This is an optimization exercise on Yosys and OpenROAD, whose aim is small area, a short achievable clock period and few clock cycles per item, not a production implementation.
Only simulation tests tie the RTL to the original design; equivalence was not proved.
Power and IR drop assume default switching activity.

File: flow/run.sh
#!/bin/bash
# synth_recipe.tcl (not shown) runs the flow's synth.tcl, then flattens the netlist and writes it again
# the make line also repeats each setting of config.mk as NAME=value (left out here)
make -C /OpenROAD-flow-scripts/flow DESIGN_CONFIG=/design/flow/config.mk WORK_HOME=/design/flow/orfs CLKGATE_MAP_FILE= SYNTH_SCRIPT=/design/flow/synth_recipe.tcl finish
File: flow/config.mk
export PLATFORM = sky130hd
export DESIGN_NAME = zemu_bus
export DESIGN_NICKNAME = zemu_bus
export VERILOG_FILES = /design/flow/design.v
export SDC_FILE = /design/flow/constraint.sdc
export NUM_CORES = 4
export LEC_CHECK = 0
export CAP_MARGIN = 20
export CORE_MARGIN = 2
export CORE_UTILIZATION = 45
export CTS_CLUSTER_DIAMETER = 85
export CTS_CLUSTER_SIZE = 22
export PLACE_DENSITY = 0.75
export SETUP_SLACK_MARGIN = 4.5
export SLEW_MARGIN = 20
File: flow/constraint.sdc
create_clock -name core_clock -period 8.0 [get_ports {clk}]
set_input_delay 1.6000 -clock core_clock [delete_from_list [all_inputs] [get_ports {clk}]]
set_output_delay 1.6000 -clock core_clock [all_outputs]
set_load 0.01 [all_outputs]
File: flow/design.v
module zemu_rom (
    input  wire [5:0] addr,
    output reg  [7:0] data
);
    always @(*) begin
        case (addr)
            6'd0: data = 8'hA5;
            6'd1: data = 8'h4D;
            6'd2: data = 8'hCA;
            6'd3: data = 8'h18;
            6'd4: data = 8'h25;
            6'd5: data = 8'h30;
            6'd6: data = 8'hBB;
            6'd7: data = 8'h1D;
            6'd8: data = 8'h6D;
            6'd9: data = 8'h13;
            6'd10: data = 8'h2C;
            6'd11: data = 8'hDE;
            6'd12: data = 8'hD6;
            6'd13: data = 8'h23;
            6'd14: data = 8'h7B;
            6'd15: data = 8'h2E;
            6'd16: data = 8'hD9;
            6'd17: data = 8'h1E;
            6'd18: data = 8'h3F;
            6'd19: data = 8'h72;
            6'd20: data = 8'h1F;
            6'd21: data = 8'hCB;
            6'd22: data = 8'h19;
            6'd23: data = 8'h71;
            6'd24: data = 8'h17;
            6'd25: data = 8'h44;
            6'd26: data = 8'h94;
            6'd27: data = 8'hD6;
            6'd28: data = 8'h49;
            6'd29: data = 8'h3C;
            6'd30: data = 8'h9D;
            6'd31: data = 8'h5C;
            6'd32: data = 8'h34;
            6'd33: data = 8'h60;
            6'd34: data = 8'hBE;
            6'd35: data = 8'h31;
            6'd36: data = 8'h20;
            6'd37: data = 8'h1E;
            6'd38: data = 8'h69;
            6'd39: data = 8'hFE;
            6'd40: data = 8'hDA;
            6'd41: data = 8'hA0;
            6'd42: data = 8'hEE;
            6'd43: data = 8'hE8;
            6'd44: data = 8'hB9;
            6'd45: data = 8'h99;
            6'd46: data = 8'h7F;
            6'd47: data = 8'h5C;
            6'd48: data = 8'h7C;
            6'd49: data = 8'h29;
            6'd50: data = 8'h99;
            6'd51: data = 8'hFD;
            6'd52: data = 8'hAF;
            6'd53: data = 8'hE5;
            6'd54: data = 8'h93;
            6'd55: data = 8'h25;
            6'd56: data = 8'h3C;
            6'd57: data = 8'hD6;
            6'd58: data = 8'h54;
            6'd59: data = 8'hAF;
            6'd60: data = 8'h4D;
            6'd61: data = 8'hFA;
            6'd62: data = 8'hD7;
            6'd63: data = 8'h14;
            default: data = 8'h00;
        endcase
    end
endmodule
module zemu_ring (
    input  wire       clk,
    input  wire       rst,
    input  wire       push,
    input  wire [7:0] push_data,
    input  wire       pop,
    output wire [7:0] head,
    output wire       empty
);
    reg [127:0] mem;
    reg [3:0]   wr;
    reg [3:0]   rd;
    reg         full;
    wire [3:0] wr_next = wr + 1'b1;
    wire [3:0] rd_next = rd + 1'b1;
    assign empty = (wr == rd) && !full;
    wire [15:0] rd_sel;
    zemu_dec #(.W(4)) u_rd_dec (.x(rd), .y(rd_sel));
    zemu_andor #(.N(16)) u_rd (.sel(rd_sel), .d(mem), .q(head));
    genvar g;
    generate
        for (g = 0; g < 16; g = g + 1) begin : row
            always @(posedge clk)
                if (push && wr == g)
                    mem[g*8 +: 8] <= push_data;
        end
    endgenerate
    always @(posedge clk) begin
        if (rst) begin
            wr   <= 4'd0;
            rd   <= 4'd0;
            full <= 1'b0;
        end else if (push) begin
            wr <= wr_next;
            if (full)
                rd <= rd_next;
            else
                full <= (wr_next == rd);
        end else if (pop && !empty) begin
            rd   <= rd_next;
            full <= 1'b0;
        end
    end
endmodule
module zemu_andor #(
    parameter N = 8
) (
    input  wire [N-1:0]   sel,
    input  wire [N*8-1:0] d,
    output reg  [7:0]     q
);
    integer i;
    always @(*) begin
        q = 8'h00;
        for (i = 0; i < N; i = i + 1)
            q = q | (d[i*8 +: 8] & {8{sel[i]}});
    end
endmodule
module zemu_andor2 #(
    parameter NA = 8,
    parameter NB = 8
) (
    input  wire [NA-1:0]     sa,
    input  wire [NB-1:0]     sb,
    input  wire [NA*NB*8-1:0] d,
    output reg  [7:0]        q
);
    reg [7:0] grp;
    integer i, j;
    always @(*) begin
        q = 8'h00;
        for (j = 0; j < NB; j = j + 1) begin
            grp = 8'h00;
            for (i = 0; i < NA; i = i + 1)
                grp = grp | (d[(j*NA+i)*8 +: 8] & {8{sa[i]}});
            q = q | (grp & {8{sb[j]}});
        end
    end
endmodule
module zemu_dec #(
    parameter W = 3
) (
    input  wire [W-1:0]      x,
    output wire [(1<<W)-1:0] y
);
    genvar i;
    generate
        for (i = 0; i < (1 << W); i = i + 1) begin : d
            assign y[i] = (x == i);
        end
    endgenerate
endmodule
module zemu_serial (
    input  wire       clk,
    input  wire       rst,
    input  wire       cpu_rd_in,      
    input  wire       cpu_wr_out,     
    input  wire [7:0] wdata,
    output wire [7:0] in_data,        
    output wire       td_ready,       
    input  wire       host_put,
    input  wire       host_get,
    output wire [7:0] get_data,       
    output wire       get_empty
);
    wire [7:0] td_head;
    wire       td_empty;
    wire [7:0] fd_head;
    wire       fd_empty;
    zemu_ring u_to_device (
        .clk(clk), .rst(rst),
        .push(host_put), .push_data(wdata),
        .pop(cpu_rd_in),
        .head(td_head), .empty(td_empty)
    );
    zemu_ring u_from_device (
        .clk(clk), .rst(rst),
        .push(cpu_wr_out), .push_data(wdata),
        .pop(host_get),
        .head(fd_head), .empty(fd_empty)
    );
    assign in_data   = td_empty ? 8'h00 : td_head;
    assign td_ready  = !td_empty;
    assign get_data  = fd_empty ? 8'h00 : fd_head;
    assign get_empty = fd_empty;
endmodule
module zemu_timer (
    input  wire       clk,
    input  wire       rst,
    input  wire       wr_count,
    input  wire       wr_control,
    input  wire       batch,         
    input  wire [7:0] wdata,
    output wire       batch_nmi      
);
    reg [7:0] count;
    reg       running;
    wire [8:0] diff = {1'b0, count} - {1'b0, wdata};
    assign batch_nmi = running && diff[8];
    always @(posedge clk) begin
        if (rst) begin
            count   <= 8'd0;
            running <= 1'b0;
        end else begin
            if (wr_count)
                count <= wdata;
            if (wr_control)
                running <= (wdata != 8'd0);
            if (batch && running)
                count <= diff[8] ? 8'd0 : diff[7:0];
        end
    end
endmodule
module zemu_blockdrive (
    input  wire       clk,
    input  wire       rst,
    input  wire       rd_data,       
    input  wire       wr_data,       
    input  wire       wr_lba0,       
    input  wire       wr_lba1,       
    input  wire       wr_lba2,       
    input  wire       wr_lba3,       
    input  wire       wr_cmd,        
    input  wire [7:0] wdata,
    output wire [7:0] data_out,      
    output wire       rd_ok,         
    output wire       busy,          
    output wire       fault,         
    input  wire       host_wr,
    input  wire [7:0] host_sector,
    input  wire [7:0] host_offset,
    output wire [7:0] host_rdata,    
    output wire       host_range_err
);
    reg         z0, z1, z2, z3;      
    reg  [1:0]  sec;                 
    reg         act;                 
    reg         wmode;               
    reg  [3:0]  off;
    reg  [127:0] sbuf;
    reg  [511:0] store;
    wire lba_ok      = z0 && z1 && z2 && z3;
    wire read_phase  = act && !wmode;
    wire write_phase = act && wmode;
    wire last_byte   = (off == 4'd15);
    wire rd_fault  = rd_data && !read_phase;
    wire wr_fault  = wr_data && (!write_phase || (last_byte && !lba_ok));
    wire cmd_read  = wr_cmd && (wdata == 8'h20);
    wire cmd_write = wr_cmd && (wdata == 8'h30);
    assign fault   = rd_fault || wr_fault || (cmd_read && !lba_ok);
    assign busy    = act;
    assign rd_ok   = read_phase;
    wire host_ok = (host_sector[7:2] == 6'd0) && (host_offset[7:4] == 4'd0);
    assign host_range_err = !host_ok;
    wire [5:0] haddr = {host_sector[1:0], host_offset[3:0]};
    wire [7:0] sa, sb;
    zemu_dec #(.W(3)) u_sa (.x(haddr[2:0]), .y(sa));
    zemu_dec #(.W(3)) u_sb (.x(haddr[5:3]), .y(sb));
    wire [7:0] store_q;
    zemu_andor2 #(.NA(8), .NB(8)) u_store_rd (.sa(sa), .sb(sb), .d(store), .q(store_q));
    assign host_rdata = store_q;
    assign data_out   = sbuf[7:0];
    wire host_we  = host_wr && host_ok;
    wire data_we  = wr_data && !wr_fault;
    wire flush    = data_we && last_byte;
    wire flush_nr = flush && !rst;
    wire [7:0] wdata_nr = rst ? 8'h00 : wdata;
    wire load     = cmd_read && lba_ok;
    wire shift    = (rd_data && read_phase) || data_we;
    genvar g;
    generate
        for (g = 0; g < 16; g = g + 1) begin : brow
            wire [7:0] ld = store[(sec*16+g)*8 +: 8];
            wire [7:0] sh;
            if (g == 15) begin : top
                assign sh = wdata;
            end else begin : mid
                assign sh = sbuf[(g+1)*8 +: 8];
            end
            always @(posedge clk)
                if (load || shift)
                    sbuf[g*8 +: 8] <= load ? ld : sh;
        end
        for (g = 0; g < 16; g = g + 1) begin : scol
            wire [7:0] d;
            if (g == 15) begin : last
                assign d = wdata_nr;
            end else begin : buffered
                assign d = flush_nr ? sbuf[(g+1)*8 +: 8] : wdata_nr;
            end
            genvar s;
            for (s = 0; s < 4; s = s + 1) begin : srow
                wire we = (host_we && haddr == s*16 + g) || (flush && sec == s);
                always @(posedge clk)
                    if (rst || we)
                        store[(s*16+g)*8 +: 8] <= d;
            end
        end
    endgenerate
    always @(posedge clk) begin
        if (load) begin
            wmode <= 1'b0;
            off   <= 4'd0;
        end else begin
            if (cmd_write) begin
                wmode <= 1'b1;
                off   <= 4'd0;
            end
            if ((rd_data && read_phase) || data_we)
                off <= off + 1'b1;
        end
    end
    always @(posedge clk) begin
        if (rst) begin
            z0  <= 1'b1;
            z1  <= 1'b1;
            z2  <= 1'b1;
            z3  <= 1'b1;
            sec <= 2'd0;
            act <= 1'b0;
        end else begin
            if (wr_lba0) begin
                z0  <= (wdata[7:2] == 6'd0);
                sec <= wdata[1:0];
            end
            if (wr_lba1) z1 <= (wdata == 8'd0);
            if (wr_lba2) z2 <= (wdata == 8'd0);
            if (wr_lba3) z3 <= (wdata[4:0] == 5'd0);
            if (load || cmd_write)
                act <= 1'b1;
            else if (((rd_data && read_phase) || data_we) && last_byte)
                act <= 1'b0;
        end
    end
endmodule
module zemu_bus (
    input  wire        clk,
    input  wire        rst,
    input  wire        req_valid,
    output wire        req_ready,
    input  wire [3:0]  req_op,
    input  wire [15:0] req_addr,
    input  wire [7:0]  req_data,
    output reg         resp_valid,
    output wire [7:0]  resp_data,
    output reg         resp_err
);
    localparam OP_MEM_RD   = 4'd0;
    localparam OP_MEM_WR   = 4'd1;
    localparam OP_IO_RD    = 4'd2;
    localparam OP_IO_WR    = 4'd3;
    localparam OP_CLOCK    = 4'd4;
    localparam OP_SER_PUT  = 4'd5;
    localparam OP_SER_GET  = 4'd6;
    localparam OP_BD_RBYTE = 4'd7;
    localparam OP_BD_WBYTE = 4'd8;
    localparam PORT_SER_IN    = 8'h00;
    localparam PORT_SER_OUT   = 8'h01;
    localparam PORT_SER_READY = 8'h02;
    localparam PORT_TMR_COUNT = 8'h10;
    localparam PORT_TMR_CTRL  = 8'h11;
    localparam PORT_BD_BASE   = 8'h18;
    assign req_ready = 1'b1;
    wire accept = req_valid;
    wire [7:0] port  = req_addr[7:0];
    wire       io_ok = (req_addr[15:8] == 8'h00);
    wire op_mem_rd = req_op == OP_MEM_RD;
    wire op_mem_wr = req_op == OP_MEM_WR;
    wire op_io_rd  = req_op == OP_IO_RD;
    wire op_io_wr  = req_op == OP_IO_WR;
    wire op_clock  = req_op == OP_CLOCK;
    wire op_put    = req_op == OP_SER_PUT;
    wire op_get    = req_op == OP_SER_GET;
    wire op_rbyte  = req_op == OP_BD_RBYTE;
    wire op_wbyte  = req_op == OP_BD_WBYTE;
    wire op_resv   = req_op[3] && (req_op[2:0] != 3'd0);
    wire io_rd = op_io_rd && io_ok;
    wire io_wr = op_io_wr && io_ok;
    wire is_io_rd = accept && io_rd;
    wire is_io_wr = accept && io_wr;
    wire p_ser_in  = port == PORT_SER_IN;
    wire p_ser_out = port == PORT_SER_OUT;
    wire p_ser_rdy = port == PORT_SER_READY;
    wire p_bd_data = port == PORT_BD_BASE + 8'd0;
    wire p_bd_stat = port == PORT_BD_BASE + 8'd7;
    wire rom_hit = (req_addr[15:6] == 10'h000);
    wire ram_hit = (req_addr[15:7] == 9'h100);
    wire [7:0] rom_data;
    zemu_rom u_rom (.addr(req_addr[5:0]), .data(rom_data));
    wire [7:0]  ra;
    wire [15:0] rb;
    zemu_dec #(.W(3)) u_ra (.x(req_addr[2:0]), .y(ra));
    zemu_dec #(.W(4)) u_rb (.x(req_addr[6:3]), .y(rb));
    reg  [1023:0] ram;
    wire [7:0] ram_wd = rst ? 8'h00 : req_data;
    wire       ram_we = accept && op_mem_wr && ram_hit;
    wire [15:0] rbw = (rb & {16{ram_we}}) | {16{rst}};
    wire [7:0]  raw = ra | {8{rst}};
    genvar g;
    generate
        for (g = 0; g < 128; g = g + 1) begin : rrow
            always @(posedge clk)
                if (rbw[g/8] && raw[g%8])
                    ram[g*8 +: 8] <= ram_wd;
        end
    endgenerate
    wire [15:0] rbg = rb & {16{op_mem_rd && ram_hit}};
    wire [7:0] ram_q;
    zemu_andor2 #(.NA(8), .NB(16)) u_ram_rd (.sa(ra), .sb(rbg), .d(ram), .q(ram_q));
    wire [7:0] ser_in_data, ser_get_data;
    wire       ser_ready, ser_get_empty;
    zemu_serial u_serial (
        .clk(clk), .rst(rst),
        .cpu_rd_in (is_io_rd && p_ser_in),
        .cpu_wr_out(is_io_wr && p_ser_out),
        .wdata     (req_data),
        .in_data   (ser_in_data),
        .td_ready  (ser_ready),
        .host_put  (accept && op_put),
        .host_get  (accept && op_get),
        .get_data  (ser_get_data),
        .get_empty (ser_get_empty)
    );
    wire tmr_nmi;
    zemu_timer u_timer (
        .clk(clk), .rst(rst),
        .wr_count  (is_io_wr && port == PORT_TMR_COUNT),
        .wr_control(is_io_wr && port == PORT_TMR_CTRL),
        .batch     (accept && op_clock),
        .wdata     (req_data),
        .batch_nmi (tmr_nmi)
    );
    wire [7:0] bd_data, bd_host_rdata;
    wire       bd_rd_ok, bd_busy, bd_fault, bd_range_err;
    zemu_blockdrive u_bd (
        .clk(clk), .rst(rst),
        .rd_data (is_io_rd && p_bd_data),
        .wr_data (is_io_wr && p_bd_data),
        .wr_lba0 (is_io_wr && port == PORT_BD_BASE + 8'd3),
        .wr_lba1 (is_io_wr && port == PORT_BD_BASE + 8'd4),
        .wr_lba2 (is_io_wr && port == PORT_BD_BASE + 8'd5),
        .wr_lba3 (is_io_wr && port == PORT_BD_BASE + 8'd6),
        .wr_cmd  (is_io_wr && p_bd_stat),
        .wdata   (req_data),
        .data_out(bd_data),
        .rd_ok   (bd_rd_ok),
        .busy    (bd_busy),
        .fault   (bd_fault),
        .host_wr (accept && op_wbyte),
        .host_sector(req_addr[15:8]),
        .host_offset(req_addr[7:0]),
        .host_rdata (bd_host_rdata),
        .host_range_err(bd_range_err)
    );
    wire [7:0] sto_d = bd_host_rdata & {8{op_rbyte && !bd_range_err}};
    wire [7:0] oth_d =
          (rom_data      & {8{op_mem_rd && rom_hit}})
        | (ser_get_data  & {8{op_get}})
        | (ser_in_data   & {8{io_rd && p_ser_in}})
        | (bd_data       & {8{io_rd && p_bd_data && bd_rd_ok}})
        | {1'b0, io_rd && p_bd_stat && !bd_busy, 2'b00,
           io_rd && p_bd_stat && bd_busy, 2'b00,
           (io_rd && p_ser_rdy && ser_ready) || (op_clock && tmr_nmi)};
    wire rerr = ((op_io_rd || op_io_wr) && !io_ok)
              || (io_rd && p_bd_data && !bd_rd_ok)
              || (io_wr && bd_fault)
              || (op_get && ser_get_empty)
              || ((op_rbyte || op_wbyte) && bd_range_err)
              || op_resv;
    reg [7:0] ram_r, sto_r, oth_r;
    assign resp_data = ram_r | sto_r | oth_r;
    always @(posedge clk) begin
        resp_valid <= accept && !rst;
        resp_err   <= rerr;
        ram_r      <= ram_q;
        sto_r      <= sto_d;
        oth_r      <= oth_d;
    end
endmodule
==> reports/qor.yml, run 1 <==
outcome:
  outcome: "finished clean"
floorplanning:
  die_h_um: 428
  fp.coreArea_um2: 179000
  die-area_um2: 183000
  start_util_pct: 45.4
  rows: 155
  fp.dieW_um: 428
  ios: 42
timing:
  rsz0062_at_grt: "yes"
  fin_ws_ps: 4310
  hold_viol_final: 0
  drv_slew: 0
  setup_tns_ps: 0
  fmax_mhz: 271
  whs_ps: 514
  min_period_ps: 3690
  clock_skew_ps: 60.1
  setup_viol: 0
  fin_crit_sh_pct: 46.1
  relSlewSlack_pct: 24.1
  worst_pin_slew_ps: 1130
layout:
  final_cells: 7490
  final_layout_size_suffix_gt1_share_pct: 25.8
  area_delta_synth_final_pct: 16.3
  final_util_pct: 52.8
  final_design_area_no_fill_um2: 94200
  fin_nets: 5135
worst_setup_path:
  worst_setup_path_end_kind: "flip-flop"
  critPathKind: "in -> reg"
  max_stage_delay_ps: 730
  cp.required_ps: 8730
  start_kind: "input port"
  path_delay_family: "simple AND/OR/NAND/NOR gates"
  cp_common_cell: "nand4_1"
  cp_data_arrival_time_ps: 4420
  path_cells: "clkdlybuf4s15_2, nor2_1, nand4_1, a31oi_1, nor4_4, nand4_1"
  cp_max_fo: 12
  slowest_stage: "nor2_1"
  path_buf_inv: 1
worst_hold_path:
  hold_path_class: "reg -> reg"
cts:
  cts_tree: "done"
  htree_levels: 3
  clk-insertion-delay-late_ps: 800
  cts_buffers: 103
  cts.sinks: 1985
  clock_tree.buffer_depth: 3
  path_clk_slew_ps: 90
  root_buffer: "clkbuf_16"
global_route:
  grt_overflow_total: 0
  grt_pass1_wl_um: 377000
  track_usage_pct: 28.5
  first_global_vias: 49800
  antenna_found_initial: 14
  grt_max_degree: 113
place:
  post-place-ws_ps: 1930
  place.gp.congestion: 0.963
  placed_area_um2: 86000
  dp_hpwl_um: 159000
  dp.cells: 7045
  numPortBuffers: 40
route:
  ant_nets: 0
  via_per_inst: 7.03
  routedWlPerCell_um: 36.2
  drt_iter0_markers: 9299
  vias: 52600
  drt_wl_total_um: 271000
  drc: 0
  dr.pass1.iters: 8
yosys:
  yosysUniqueCellTypes: 83
  postSynthNetCount: 4948
  synth_commonest_cells: "edfxtp_1 (1920), a22oi_1 (514), nor2_1 (269), mux2_2 (211), clkbuf_1 (203)"
  ys_seq_elements: 1985
  synth.most_common_cell: "edfxtp_1"
  synth_edf_count: 1920
  ys_async_sr_fraction_pct: 0
  synthDominantCellAreaShare_pct: 71.2
  synth_top_cells_by_area: "edfxtp_1 (71%), a22oi_1 (4.8%), mux4_2 (4.2%)"
  syn_inst: 4883
  synth_warnings: 8
  synthFlopType: "edfxtp_1"
  seq_area_frac_synth_pct: 72.8
  synth_area_per_cell_um2: 16.6
  syn_area_um2: 81000
  synth_top_area_cell: "edfxtp_1"
pwr:
  peakVddDrop_mv: 0.175
  total_power_mw: 20.0
  p_leak_nw: 29.6
  p_per_area_nw_per_um2: 212
flow_run:
  max_cap_violations: 0
[routing by layer]
metal  global-route usage (%)  routed length (um)  vias to the layer above  share of wire (%)
li1                         -                   -                    20700                  -
met1                     37.1               92700                    26400                 34
met2                     44.1              123000                     4674                 45
met3                     7.42               37200                      876                 14
met4                     14.9               17900                        6                6.6
met5                        0                  34                        -              0.013
[where the power goes]
part           switching (mW)  internal, mW  leakage, nW
Clock                    3.30          2.59         1.48
Sequential              0.331          12.1         18.0
Combinational            1.10         0.590         10.1
[worst register-to-register path, cell delays in order (launching register included)]
cell and delay [ps]:
dfxtp_1 720, xor2_1 200, nand4b_1 280, o21ai_0 910, a21oi_1 240, a21oi_1 370
nand3_1 110
[layout by cell type (no fill, tap or decap), types with 16 or more instances in the layout]
cell type and count:
a21o_1 148, a21oi_1 71, a221oi_1 72, a222oi_1 118, a22o_1 57, a22oi_1 512
a31oi_1 101, a31oi_2 35, and3_1 18, buf_12 128, buf_16 16, buf_4 200
buf_6 22, clkbuf_1 43, clkbuf_16 108, dfxtp_1 51, edfxtp_1 1920, ha_1 29
inv_1 26, mux2_2 211, mux2i_1 22, mux4_2 150, nand2_1 102, nand2b_1 22
nand3_1 45, nand4_1 82, nor2_1 109, nor2_4 160, nor3_1 23, nor4_1 19
nor4_4 16, o21ai_0 48, o21ai_4 64
[final cells by class]
cell class	count	area [um2]
repair buffers	415	5430
inverters	40	184
diodes	5	12.5
well taps	2355	2950
fillers	13700	84400
clock buffers	146	2740
clock inverters	19	360
multi-input cells	2525	23600
flip-flops and latches	1985	59000
[logic make-up after synthesis]
| group | synth area share (%) |
|---|---|
| compound gates | 12.3 |
| other cells | 0.00463 |
| mux | 7.39 |
| fa+ha+maj | 0.534 |
| simple gates | 4.50 |
| buf+inv | 2.19 |
| xor+xnor | 0.281 |
| flops | 72.8 |
[timing repair]
item,4_1_cts,5_1_grt
setup buffers,203,31
setup endpoints to repair,3017,2351
hold buffers,0,0
resized for setup,328,69
gates cloned,33,8
pin swaps,120,34
[final timing paths]
check | startpoint | endpoint | slack, ps | cells after the start
worst max-delay path | req_addr[6] | ram_r[5] | 4310 | 6
worst min-delay path | u_timer.count[3] | u_timer.count[3] | 510 | 2
worst max register to register | u_serial.u_from_device.wr[2] | oth_r[1] | 5000 | 6
worst min register to register | u_timer.count[3] | u_timer.count[3] | 510 | 2
[registers in the layout (all words and copies together), names as in the netlist, 4 cells and up]
signal	flops
u_serial.u_from_device.mem	128
ram	1024
u_serial.u_from_device.rd	4
sto_r	8
u_bd.store	512
u_serial.u_to_device.rd	4
u_bd.sbuf	128
u_serial.u_to_device.mem	128
u_serial.u_from_device.wr	4
u_serial.u_to_device.wr	4
oth_r	8
ram_r	8
u_timer.count	8
u_bd.off	4
Testbench counts, summed over its fixed seeds: cycles 48,008, items 48,000.
==> run 2, diff against run 1 <==
--- a/flow/config.mk
+++ b/flow/config.mk
@@ -10,6 +10,5 @@
 export CORE_UTILIZATION = 45
 export CTS_CLUSTER_DIAMETER = 85
 export CTS_CLUSTER_SIZE = 22
-export PLACE_DENSITY = 0.75
-export SETUP_SLACK_MARGIN = 4.5
+export SETUP_SLACK_MARGIN = 4.6
 export SLEW_MARGIN = 20
==> run 2 against run 1 <==
Net effect: synthesized cell count stayed put; final cell count up 1.4%; sequential cell count stayed put; critical path type unchanged; largest cell class unchanged.
==> reports/qor.yml, run 2 <==
layout:
  regMostFlops: "ram"
  reg_top3: "ram (1024), u_bd.store (512)"
  final_layout_size_suffix_gt1_share_pct: 28.6
  final_cell_mix: "edfxtp_1 (1920), a22oi_1 (485), buf_4 (211)"
  area_delta_synth_final_pct: 19.1
  layout.cells.most_common: "edfxtp_1"
  fin_nets: 5212
  largest_reg_flops: 1024
yosys:
  synthFlopType: "edfxtp_1"
  synth_area_per_cell_um2: 16.6
  synthDominantCellAreaShare_pct: 71.2
  synth_top_cells_by_area: "edfxtp_1 (71%), a22oi_1 (4.8%), mux4_2 (4.2%)"
  ys_seq_elements: 1985
  ys_async_sr_fraction_pct: 0
  syn_area_um2: 81000
  yosysUniqueCellTypes: 83
  synth_warnings: 8
  synth_edf_count: 1920
  seq_area_frac_synth_pct: 72.8
  postSynthNetCount: 4948
  synth_commonest_cells: "edfxtp_1 (1920), a22oi_1 (514), nor2_1 (269), mux2_2 (211), clkbuf_1 (203)"
  synth.most_common_cell: "edfxtp_1"
  syn_inst: 4883
  synth_top_area_cell: "edfxtp_1"
floorplanning:
  die_h_um: 428
  die-area_um2: 183000
  rows: 155
  fp.coreArea_um2: 179000
  fp.dieW_um: 428
  ios: 42
  start_util_pct: 45.4
global_route:
  antenna_found_initial: 11
  grt_max_degree: 100
  grt_overflow_total: 0
  first_global_vias: 49000
  grt_pass1_wl_um: 380000
  track_usage_pct: 28.9
cts:
  root_buffer: "clkbuf_16"
  htree_levels: 3
  clock_tree.buffer_depth: 3
  cts.sinks: 1985
  cts_buffers: 110
  cts_tree: "done"
  clk-insertion-delay-late_ps: 820
  path_clk_slew_ps: 90
pwr:
  peakVddDrop_mv: 0.234
  p_leak_nw: 30.5
  p_per_area_nw_per_um2: 212
timing:
  hold_viol_final: 0
  min_period_ps: 3550
  setup_viol: 0
  fin_crit_sh_pct: 44.4
  rsz0062_at_grt: "yes"
  relSlewSlack_pct: 25.7
  clock_skew_ps: 47.3
  drv_slew: 0
  whs_ps: 514
  fmax_mhz: 282
  worst_pin_slew_ps: 1120
  setup_tns_ps: 0
route:
  drc: 0
  vias: 52000
  drt_wl_total_um: 279000
  routedWlPerCell_um: 36.8
  dr.pass1.iters: 9
  drt_iter0_markers: 8606
  via_per_inst: 6.85
  ant_nets: 0
worst_setup_path:
  cp.required_ps: 8540
  cp_data_arrival_time_ps: 4090
  path_cells: "buf_16, buf_12, and3_1, nand4_1, nor3_2, nor3b_4, buf_4, buf_12, buf_12, buf_16, mux2_2"
  startpoint: "req_addr[2]"
  cp_common_cell: "buf_12"
  rrSetupSlack_ps: 4820
  cp_max_fo: 44
  worst_setup_path_end_kind: "flip-flop"
  rr_endpoint: "u_bd.store[162]"
  max_stage_delay_ps: 420
  path_buf_inv: 6
  path_delay_family: "buffers and inverters"
  slowest_stage: "mux2_2"
  worstReg2RegStart: "u_bd.off[0]"
  critPathKind: "in -> reg"
  reg2reg_depth: 12
  start_kind: "input port"
worst_hold_path:
  hold_path.startpoint: "u_bd.z1"
  hold_path_class: "reg -> reg"
  hold_depth: 2
  holdPathEnd: "u_bd.z1"
flow_run:
  max_cap_violations: 0
place:
  place.gp.congestion: 0.911
  dp_hpwl_um: 160000
  numPortBuffers: 40
outcome:
  outcome: "finished clean"
-- run 2: repair_timing --
item | in CTS | in global routing
gates cloned | 38 | 18
hold buffers | 0 | 0
setup endpoints to repair | 3033 | 2251
pin swaps | 173 | 44
buffers inserted | 255 | 29
resized for setup | 417 | 95
endpoints found under the hold margin | 0 | 0
-- run 2: cells by family (layout without fill, tap and decap cells) --
logic type | after synthesis | count (layout) | share of synthesized area [%]
fa+ha+maj | 34 | 34 | 0.534
other cells | 1 | 9 | 0.00463
compound gates | 1339 | 1340 | 12.3
xor+xnor | 26 | 26 | 0.281
buf+inv | 396 | 724 | 2.19
mux | 384 | 384 | 7.39
flops | 1985 | 1985 | 72.8
simple gates | 718 | 735 | 4.50
-- run 2: cell type report --
| cell class | instances | area, um2 |
|---|---|---|
| multi-input combinational | 2520 | 24000 |
| clock buffer | 156 | 2950 |
| tap | 2355 | 2950 |
| fill | 13900 | 82100 |
| timing repair buffer | 490 | 6830 |
| clock inverter | 38 | 558 |
| inverter | 40 | 188 |
| antenna | 8 | 20.0 |
| sequential | 1985 | 59000 |
-- run 2: per-layer routing --
metal / share of wire (%) / vias to the layer above / track usage, %
met3: 10 / 642 / 4.66
met1: 38 / 26900 / 40.2
met4: 5.7 / 4 / 13.2
li1: - / 20800 / -
met5: 0.0097 / - / 0
met2: 46 / 3597 / 44.7
-- run 2: how the worst max path moves through the flow --
stage                     slack [ps]                      endpoint  cells after the start
after floorplan                 4010                  u_bd.sbuf[0]                      6
after global placement          1510                      ram_r[6]                     10
after detailed placement        1750               u_bd.store[449]                      9
after CTS                       4540  u_serial.u_to_device.mem[58]                      6
after global routing            4430                  u_bd.sbuf[0]                     11
final                           4450                  u_bd.sbuf[0]                     11
-- run 2: stage by stage --
| stage | util [%] | cell area (um2) | cells | worst slack (ps) | total power [mW] |
|---|---|---|---|---|---|
| 2_1_floorplan | - | 84100 | 4883 | 4010 | 13.4 |
| 3_5_place_dp | 48.3 | 86300 | 7050 | 1750 | 14.0 |
| 4_1_cts | 53.4 | 95400 | 7537 | 4540 | 20.4 |
| 6_report | 54.0 | 96500 | 7592 | 4450 | 20.5 |
| 3_3_place_gp | 48.3 | 86200 | 7048 | 1510 | 14.0 |
| 5_1_grt | 54.0 | 96500 | 7588 | 4430 | 20.9 |
-- run 2: report_power, final --
part	internal [mW]	leakage (nW)	switching, mW	total, mW
Clock	2.82	1.67	3.54	6.35
Combinational	0.631	10.9	1.12	1.75
Sequential	12.1	18.0	0.294	12.4
Total	15.5	30.5	4.95	20.5
-- run 2: tightest hold or removal path: stages (launching register included) --
cell	delay (ps)
dfxtp_1	330
o21ai_0	70
nand3_1	70
==> run 3, diff against run 2 <==
--- a/flow/config.mk
+++ b/flow/config.mk
@@ -8,7 +8,8 @@
 export CAP_MARGIN = 20
 export CORE_MARGIN = 2
 export CORE_UTILIZATION = 45
-export CTS_CLUSTER_DIAMETER = 85
-export CTS_CLUSTER_SIZE = 22
-export SETUP_SLACK_MARGIN = 4.6
+export CTS_CLUSTER_DIAMETER = 80
+export CTS_CLUSTER_SIZE = 20
+export PLACE_DENSITY = 0.7
+export SETUP_SLACK_MARGIN = 4.5
 export SLEW_MARGIN = 20
==> run 3 against run 2 <==
Net effect: still clean on timing, DRC and antenna; register-to-register slack lost 230 ps; via count grew 0.77%; fmax shrank 2.3%; power shrank 1.4%; worst hold slack lost 2.1 ps; critical path type unchanged; critical endpoint is now ram_r[1]; largest cell class unchanged; highest routed layer unchanged.
==> reports/qor.yml, run 3 <==
floorplanning:
  die_h_um: 428
  start_util_pct: 45.4
  die-area_um2: 183000
  fp.coreArea_um2: 179000
  rows: 155
  ios: 42
  fp.dieW_um: 428
pwr:
  p_leak_nw: 29.9
  p_seq_share_pct: 61.1
  combPwrFrac_pct: 8.6
  peakVddDrop_mv: 0.183
  p_int_mw: 15.4
  p_sw_mw: 4.75
  p_clk_share_pct: 30.3
  total_power_mw: 20.2
  p_per_area_nw_per_um2: 213
  switching_share_pct: 23.5
flow_run:
  max_cap_violations: 0
timing:
  setup_tns_ps: 0
  fmax_mhz: 275
  rsz0062_at_grt: "yes"
  worst_pin_slew_ps: 1200
  hold_viol_final: 0
  clock_skew_ps: 37.0
  min_period_ps: 3630
  relSlewSlack_pct: 19.7
  drv_slew: 0
  fin_crit_sh_pct: 45.4
  setup_viol: 0
cts:
  path_clk_slew_ps: 80
  cts.sinks: 1985
  cts_buffers: 111
  cts_tree: "done"
  htree_levels: 3
  root_buffer: "clkbuf_16"
  clock_tree.buffer_depth: 3
  clk-insertion-delay-late_ps: 810
yosys:
  synth_area_per_cell_um2: 16.6
  synth_top_area_cell: "edfxtp_1"
  syn_inst: 4883
  synth_warnings: 8
  ys_seq_elements: 1985
  postSynthNetCount: 4948
  yosysUniqueCellTypes: 83
  syn_area_um2: 81000
  seq_area_frac_synth_pct: 72.8
  synthDominantCellAreaShare_pct: 71.2
  synth_top_cells_by_area: "edfxtp_1 (71%), a22oi_1 (4.8%), mux4_2 (4.2%)"
  synth_edf_count: 1920
  ys_async_sr_fraction_pct: 0
  synth.most_common_cell: "edfxtp_1"
  synth_commonest_cells: "edfxtp_1 (1920), a22oi_1 (514), nor2_1 (269), mux2_2 (211), clkbuf_1 (203)"
  synthFlopType: "edfxtp_1"
layout:
  fill_cells: 13600
  reg_top3: "ram (1024), u_bd.store (512)"
  multiInputGateArea_um2: 23600
  final_cell_mix: "edfxtp_1 (1920), a22oi_1 (514), mux2_2 (208)"
  largest_reg_flops: 1024
  area_delta_synth_final_pct: 17.3
  layout.cells.most_common: "edfxtp_1"
  final_layout_size_suffix_gt1_share_pct: 26.1
  regArea_um2: 59000
  fin_nets: 5165
  regMostFlops: "ram"
route:
  ant_nets: 0
  dr.pass1.iters: 9
  drt_wl_total_um: 266000
  via_per_inst: 6.94
  drt_iter0_markers: 9929
  vias: 52400
  drc: 0
  routedWlPerCell_um: 35.3
worst_setup_path:
  path_cells: "dlygate4sd2_1, buf_8, nor4_4, and3_1, buf_4, nand4_1, a31oi_2, nor4_2, nand4_1"
  cp_data_arrival_time_ps: 4370
  max_stage_delay_ps: 610
  slowest_stage: "nand4_1"
  cp.required_ps: 8730
  cp_common_cell: "nand4_1"
  worst_setup_path_end_kind: "flip-flop"
  critPathKind: "in -> reg"
  cp_max_fo: 25
  start_kind: "input port"
global_route:
  grt_pass1_wl_um: 370000
  antenna_found_initial: 12
  track_usage_pct: 28.0
  grt_overflow_total: 0
  grt_max_degree: 95
  first_global_vias: 49800
place:
  numPortBuffers: 40
  place.gp.congestion: 0.916
  dp_hpwl_um: 145000
outcome:
  outcome: "finished clean"
worst_hold_path:
  hold_path_class: "reg -> reg"
[run 3: cell counts after synthesis]
Identical to the previous run, type by type.
[run 3: critical path: cells and delay by family]
kind | cells | cell delay, ps
AND/OR/NAND/NOR | 5 | 1330
buffers and inverters | 3 | 850
AO/OA/AOI/OAI | 1 | 550
[run 3: per-stage QoR]
step	cell area (um2)	std cells	hold slack [ps]	utilization, %	setup slack, ps
after floorplan	83600	4883	431	-	4010
after global placement	85900	7036	476	48.1	1930
after detailed placement	85900	7036	480	48.1	1840
after CTS	94400	7512	502	52.8	4490
after global routing	95000	7543	546	53.2	4410
final	95000	7546	512	53.2	4370
[run 3: path summary, 6_finish.rpt]
path                     from          endpoint  slack [ps]  cells after the start
max reg2reg       u_bd.sec[1]   u_bd.store[434]        4590                      7
min          u_timer.count[6]  u_timer.count[6]         510                      2
min reg2reg  u_timer.count[6]  u_timer.count[6]         510                      2
max               req_addr[9]          ram_r[1]        4370                      9
[run 3: cell families after synthesis]
family,after synthesis,share of synthesized area [%]
other,1,0.00463
adders and majority gates,34,0.534
DFF,1985,72.8
muxes,384,7.39
xor gates and xnor gates,26,0.281
buffers and inverters,396,2.19
and+or+nand+nor,718,4.50
AOI/OAI and AO/OA,1339,12.3
[run 3: timing repair]
action / in CTS / in global routing
setup endpoints to repair: 3101 / 1504
gates resized for setup: 328 / 70
pin swaps: 158 / 43
hold buffers: 0 / 0
cloned: 38 / 5
buffers inserted: 238 / 25
[run 3: layer usage]
layer / share of wire, % / routed length, um / vias up / track usage [%]
met5: 0.021 / 55 / - / 0
met1: 35 / 92100 / 26300 / 36.4
met2: 45 / 120000 / 4429 / 43.0
li1: - / - / 20700 / -
met3: 13 / 35600 / 893 / 7.31
met4: 6.8 / 18200 / 8 / 15.5
[run 3: area by class of cell]
cell class / count / share of cell area (%)
Clock inverter: 12 / 0.205
Antenna cell: 4 / 0.0105
Sequential cell: 1985 / 62.1
Tap cell: 2355 / 3.10
Timing Repair Buffer: 441 / 6.24
Inverter: 40 / 0.192
Multi-Input combinational cell: 2521 / 24.9
Clock buffer: 188 / 3.28
[run 3: power by group through the flow]
stage               logic (mW)  clock network [mW]  registers, mW
finish                    1.73                6.12           12.3
CTS                       1.64                6.13           12.3
global route              1.77                6.48           12.4
global placement          1.37                   0           12.5
detailed placement        1.39                   0           12.6
floorplan                0.885                   0           12.5

==> port drivers added, routing unchanged <==
Ports are ideal in the flow. The routed layouts listed here were re-timed in OpenROAD.
Step 1: set_driving_cell puts a clkbuf_16 on clk and a buf_2 on each other input, an assumption about the parent block.
Step 2 times the ports against the registers' clock, not the clock port: input delays grow and output delays shrink by t, the midpoint of the rising clock arrivals with the driver on.
a / b / c = ideal ports / drivers / drivers and shift; a / b = the first two.
run	shift t [ns]	setup WS [ns]	worst setup path after step 2
run 1	0.863	4.309 / 4.306 / 3.443	input to register
run 2	0.877	4.450 / 4.326 / 3.449	input to register
run 3	0.883	4.367 / 4.352 / 3.469	input to register
After both steps every run listed still meets setup and hold. The setup slack of run 2, which loses most, moves by -0.124 ns with the drivers and by -1.001 ns with both steps.
